This is an optimization exercise on Yosys and OpenROAD, whose aim is small area, a short achievable clock period and few clock cycles, not a production implementation. RTL that was checked went through simulation tests only; none was proved equivalent to the original. Power is estimated from default activity; no workload was simulated.

Setup of build 27:
Design upc_decoder, start of the top module:
module upc_decoder (
    input  wire        clk,
    input  wire        rst,         
    input  wire [2:0]  cmd,
    output wire        done,        
    output wire        ok,          
    output reg  [2:0]  err,         
    output reg  [9:0]  len,         
    output wire [9:0]  bw,          
    output reg         rev,         
    output wire [9:0]  e_win,       
    output wire [9:0]  e_bw,        
    output wire [2:0]  gfail,       
    output reg  [1:0]  e_which,     
    output reg         e_side,      
    output reg  [6:0]  e_val,       
    output reg  [47:0] dig,         
    output reg  [7:0]  csum         
);
    wire [1:0] op = cmd[2:1];
    reg idle, busy, done_r, ok_r;
    assign done = done_r;
    assign ok   = ok_r;
    wire acc_clear = (op == 2'b01) && (idle || done_r);
    wire acc_push  = (op == 2'b10) && idle && !len[9];
    wire acc_start = (op == 2'b11) && idle;
    reg push_q, pix_q, start_q, init_q;
    wire l95 = (len == 10'd95);
    wire fin;                       
    wire fin_ok;                    
    always @(posedge clk) begin
        if (rst) begin
            idle   <= 1'b1;
            busy   <= 1'b0;
            done_r <= 1'b0;
            ok_r   <= 1'b0;
            len    <= 10'd0;
        end else begin
            if (acc_clear) begin
                done_r <= 1'b0;
                ok_r   <= 1'b0;
                len    <= 10'd0;
            end
            if (acc_push)
                len <= len + 10'd1;
            if (acc_start) begin
                idle <= 1'b0;
                busy <= 1'b1;
            end
            if (busy && fin) begin
                busy   <= 1'b0;
  ...
Size: ~710 flip-flops, ~120 I/O pins.
clock: 11.0 ns
lec_check: 0
cap_margin: 20
core_margin: 2
core_utilization: 65
place_density: 0.8
slew_margin: 20
standard.sh (not shown) runs the stock make flow with config.mk's settings and CLKGATE_MAP_FILE= SYNTH_SCRIPT=/design/flow/synth_recipe.tcl, a recipe that flattens the netlist after the stock synthesis.
==> flow/flow/run.sh <==
#!/bin/bash
# Standard layout (the standard.sh: the standard synthesis and ORFS flow),
# with the port buffers as buf_2 cells, repair_timing asked for more setup
# margin than the clock period needs, and no dummy loads in the clock tree.
# The constraints are the design's.
set -euo pipefail
bash standard.sh \
  "SETUP_SLACK_MARGIN=7.6" \
  "BUFFER_PORTS_ARGS=-buffer_cell sky130_fd_sc_hd__buf_2" \
  "CTS_ARGS=-sink_clustering_enable -repair_clock_nets -dont_use_dummy_load" \
  finish > make_finish.log 2>&1
### build 27 -> build 1
--- a/flow/design.v
+++ b/flow/design.v
@@ -21,15 +21,15 @@
     reg idle, busy, done_r, ok_r;
     assign done = done_r;
     assign ok   = ok_r;
     wire acc_clear = (op == 2'b01) && (idle || done_r);
     wire acc_push  = (op == 2'b10) && idle && !len[9];
     wire acc_start = (op == 2'b11) && idle;
     reg push_q, pix_q, start_q, init_q;
-    wire l95 = (len == 10'd95);
+    reg l95;                        
     wire fin;                       
     wire fin_ok;                    
     always @(posedge clk) begin
         if (rst) begin
             idle   <= 1'b1;
             busy   <= 1'b0;
             done_r <= 1'b0;
@@ -55,14 +55,15 @@
             if (acc_clear)
                 idle <= 1'b1;
         end
         push_q  <= !rst && acc_push;
         pix_q   <= cmd[0];
         start_q <= !rst && acc_start;
         init_q  <= rst || acc_clear;
+        l95     <= (len == 10'd95);
     end
     reg m_push;                     
     reg m_res;                      
     reg m_lifo;                     
     reg m_div;                      
     reg m_rot;                      
     reg fbm;                        
@@ -81,21 +82,19 @@
     reg        wfirst, wmix;
     reg [9:0]  f;                   
     reg        f95;                 
     reg [9:0]  since;               
     reg [9:0]  emix;                
     reg        mix_any, mix39, win9, par;
     reg [9:0]  t;                   
-    wire       t0  = (t == 10'd0);
-    wire       t1  = (t == 10'd1);
-    wire       teq = (t == w);
+    reg        t0, t1, teq;         
     reg        go;                  
     reg        revr;                
     reg        misal;               
-    wire       k39, k9, ks, kc, ke, kx, kl, kr, k94;
+    reg        k39, k9, ks, kc, ke, kx, kl, kr, k94;
     reg        g_s, g_c, g_e;
     reg [6:0]  cw;
     reg        lk, lk_side;
     reg [3:0]  slot;
     reg        unk;
     reg        lkb;
     reg [4:0]  dw;                  
@@ -122,15 +121,15 @@
     wire step = (m_push && push_q) || m_lifo || (m_rot && go);
     wire p    = m_push ? pix_q : m_lifo ? slb[{5'd0, t[3:0]}] : slb[511];
     wire        wstep  = step && !(lead && p);     
     wire        ev     = wstep && cm;              
     wire        val    = atb ? p : wfirst;
     wire        mixed  = !atb && (wmix || (p != wfirst));
     wire [9:0]  f_inc  = f + 10'd1;
-    assign {k39, k9, ks, kc, ke, kx, kl, kr, k94} = kflags(f);
+    wire [8:0]  kn     = kflags(f_inc);
     wire [9:0]  nx_inc = nx + 10'd1;
     wire [9:0]  t_inc  = t + 10'd1;
     wire [10:0] nx_sub = {1'b0, nx} - {1'b0, w};
     function [4:0] sym_l;           
         input [6:0] c;
         case (c)
             7'd13: sym_l = 5'h10;  7'd25: sym_l = 5'h11;
@@ -244,21 +243,25 @@
             lz      <= 1'b1;
             w       <= 10'd0;
             w1      <= 1'b0;
             nx      <= 10'd1;
             atb     <= 1'b1;
             cm      <= 1'b0;
             f       <= 10'd1;
+            {k39, k9, ks, kc, ke, kx, kl, kr, k94} <= kflags(10'd1);
             f95     <= 1'b0;
             since   <= 10'd0;
             mix_any <= 1'b0;
             mix39   <= 1'b0;
             win9    <= 1'b0;
             par     <= 1'b0;
             t       <= 10'd0;
+            t0      <= 1'b1;
+            t1      <= 1'b0;
+            teq     <= 1'b1;
             go      <= 1'b0;
             revr    <= 1'b0;
             misal   <= 1'b0;
             g_s     <= 1'b0;
             g_c     <= 1'b0;
             g_e     <= 1'b0;
             slot    <= 4'd0;
@@ -273,14 +276,17 @@
                     lz  <= 1'b0;
                 end else begin
                     lead <= 1'b0;
                 end
             end
             if (m_push && push_q) begin
                 t   <= pix_q ? t_inc : 10'd0;
+                t0  <= !pix_q;
+                t1  <= pix_q && t0;
+                teq <= pix_q ? (lead || t_inc == w) : lz;
             end
             if (wstep) begin
                 atb    <= cm;
                 wfirst <= val;
                 wmix   <= mixed;
                 if (cm) begin
                     nx <= 10'd1;
@@ -288,14 +294,15 @@
                 end else begin
                     nx <= nx_inc;
                     cm <= (nx_inc == w);
                 end
             end
             if (ev) begin
                 f <= f_inc;
+                {k39, k9, ks, kc, ke, kx, kl, kr, k94} <= kn;
                 f95 <= k94;
                 if (mixed) begin
                     mix_any <= 1'b1;
                     since   <= 10'd0;
                     if (!mix_any || (m_push && k39 && !mix39))
                         emix <= f;
                     if (m_push && k39)
@@ -341,14 +348,15 @@
                     nx      <= (len[9:4] == 6'd0) ? len : 10'd1;
                     w       <= t;
                     w1      <= t1;
                     cm      <= t1;
                     lead    <= 1'b0;
                     atb     <= 1'b1;
                     f       <= 10'd0;
+                    {k39, k9, ks, kc, ke, kx, kl, kr, k94} <= kflags(10'd0);
                     f95     <= 1'b0;
                     mix_any <= 1'b0;
                     t       <= 10'd0;
                 end else begin
                     lkb     <= 1'b0;            
                     err     <= r_err;
                     rev     <= r_rev;
@@ -411,14 +419,15 @@
                     go      <= len[9] && (nx == 10'd0);
                     t       <= 10'd0;                   
                     fbm     <= 1'b1;
                     atb     <= 1'b1;
                     cm      <= w1;
                     nx      <= 10'd1;
                     f       <= 10'd0;
+                    {k39, k9, ks, kc, ke, kx, kl, kr, k94} <= kflags(10'd0);
                     f95     <= 1'b0;
                     since   <= 10'd0;
                     mix_any <= 1'b0;
                     g_s     <= 1'b0;
                     g_c     <= 1'b0;
                     g_e     <= 1'b0;
                     slot    <= 4'd0;
--- outcome ---
Summary of build 1 over build 27: combinational power -about 10%; post-route fraction of the period consumed by the critical path stayed essentially flat; synthesized area moved up.
Diff build 27 -> build 1: non-clock buffer share of cell area went down; proportion of power drawn by combinational gates went down; maximum frequency did not really move; total power went up.
Build 1: full flow OK, the timing, design-rule and antenna checks passed
Build 27 completed; timing, DRC and antenna clean
Of build 1 and build 27, the lower via count belongs to build 27.
Between build 1 and build 27, die area is higher for build 1, build 27 comes in under that.
From build 27 to build 1 the numbers moved as follows: design area up about 0.9%, fraction of power consumed by sequential logic saw an increase.
Testbench counts of build 1, summed over its fixed seeds: cycles 47,240.
No functional check of the RTL was part of build 27.


Another version of the RTL of upc_decoder (not shown whole).
For scale: roughly 2100 cells after synthesis, about 730 flip-flops, roughly 29000 um2 of cells after synthesis.
clock: 11.0 ns
lec_check: 0
cap_margin: 20
core_margin: 2
core_utilization: 40
slew_margin: 20
==> flow/flow/run.sh <==
#!/bin/bash
# Standard layout (the standard.sh: the standard synthesis and ORFS flow),
# with the port buffers as buf_2 cells and repair_timing asked for more setup
# margin than the clock period needs. The constraints are the design's.
set -euo pipefail
bash standard.sh \
  "SETUP_SLACK_MARGIN=7.5" \
  "BUFFER_PORTS_ARGS=-buffer_cell sky130_fd_sc_hd__buf_2" \
  finish > make_finish.log 2>&1
The baseline went through all stages and came out clean.
Testbench counts at the start, summed over its fixed seeds: cycles 47,240.
Then changed:
--- a/flow/design.v
+++ b/flow/design.v
@@ -3,19 +3,19 @@
     input  wire        rst,         
     input  wire [2:0]  cmd,
     output wire        done,        
     output wire        ok,          
     output reg  [2:0]  err,         
     output reg  [9:0]  len,         
     output wire [9:0]  bw,          
     output reg         rev,         
     output wire [9:0]  e_win,       
-    output reg  [9:0]  e_bw,        
+    output wire [9:0]  e_bw,        
     output wire [2:0]  gfail,       
     output reg  [1:0]  e_which,     
     output reg         e_side,      
     output reg  [6:0]  e_val,       
     output reg  [47:0] dig,         
     output reg  [7:0]  csum         
 );
     wire [1:0] op = cmd[2:1];
     reg idle, busy, done_r, ok_r;
@@ -211,18 +211,19 @@
             else if (!c10)      r_err = 3'd6;
         end
     end
     wire lifo_hit = m_lifo && ev && mixed;
     wire res_now  = (m_push && start_q) || m_res;
     assign fin    = (res_now && !r_fb) || lifo_hit;
     assign fin_ok = res_now && (r_err == 3'd0);
     assign bw    = w;
     assign e_win = emix;
+    assign e_bw  = since;
     assign gfail = {g_e, g_c, g_s};
     integer d;
     always @(posedge clk) begin
         lk  <= 1'b0;
         lkb <= 1'b0;
         c10 <= c10f(csum);
         if (init_q) begin
             m_push  <= 1'b1;
             m_res   <= 1'b0;
@@ -346,19 +347,19 @@
                     f95     <= 1'b0;
                     mix_any <= 1'b0;
                     t       <= 10'd0;
                 end else begin
                     lkb     <= 1'b0;            
                     err     <= r_err;
                     rev     <= r_rev;
                     revr    <= r_rev;
                     emix    <= (r_err != 3'd2) ? 10'd0 : (r_win ? since : emix);
-                    e_bw    <= (r_err == 3'd2) ? w : 10'd0;
+                    since   <= (r_err == 3'd2) ? w : 10'd0;
                     if (r_bwt) w <= t;
                     if (!r_g) begin
                         g_s <= 1'b0;
                         g_c <= 1'b0;
                         g_e <= 1'b0;
                     end else if (revr) begin
                         g_s <= g_e;
                         g_e <= g_s;
                     end
@@ -377,19 +378,19 @@
             if (m_lifo) begin
                 t <= t_inc;
                 if (lifo_hit) begin
                     m_lifo  <= 1'b0;
                     lk      <= 1'b0;
                     lkb     <= 1'b0;
                     err     <= 3'd2;
                     rev     <= 1'b1;
                     emix    <= f;
-                    e_bw    <= w;
+                    since   <= w;
                     g_s     <= 1'b0;
                     g_c     <= 1'b0;
                     g_e     <= 1'b0;
                     e_which <= 2'd0;
                     e_side  <= 1'b0;
                     e_val   <= 7'd0;
                     dig     <= 48'd0;
                     csum    <= 8'd0;
                 end else if (lifo_last) begin
What happened:
- global-route usage stays flat
- design area falls slightly
- hold slack barely changes
- register-to-register slack is better by 0.06 ns
- critical path depth does not change
- first-iteration DRC count drops by about a fifth
Testbench counts after the change, summed over its fixed seeds: cycles 47,240.

## port drivers added, routing unchanged
The results above use ideal ports. As a check the final layouts listed here were re-extracted and re-timed, cells and wires unchanged. Step 1 sets driving cells, clkbuf_16 on the clock port and buf_2 on the other inputs (assumed; they add their load-dependent delay and slew). Step 2 times the ports against the registers' clock, not the clock port: input delays grow and output delays shrink by t, the midpoint of the rising clock arrivals with the driver on. Three values: no drivers, after step 1, after step 2; two values: the first two.
run	t (ns)	setup slack, ns	clock arrival spread, ns
build 27	0.635	7.622 / 7.563 / 7.297	0.065 / 0.065
build 1	0.638	7.627 / 7.561 / 7.137	0.045 / 0.046
the first run of note 2	0.665	7.539 / 7.474 / 7.075	0.032 / 0.031
the second run of note 2	0.681	7.495 / 7.432 / 7.263	0.033 / 0.033
After both steps setup and hold are still met in every run listed. The setup slack of build 1, which loses most, moves by -0.066 ns with the drivers and by -0.490 ns with both steps.
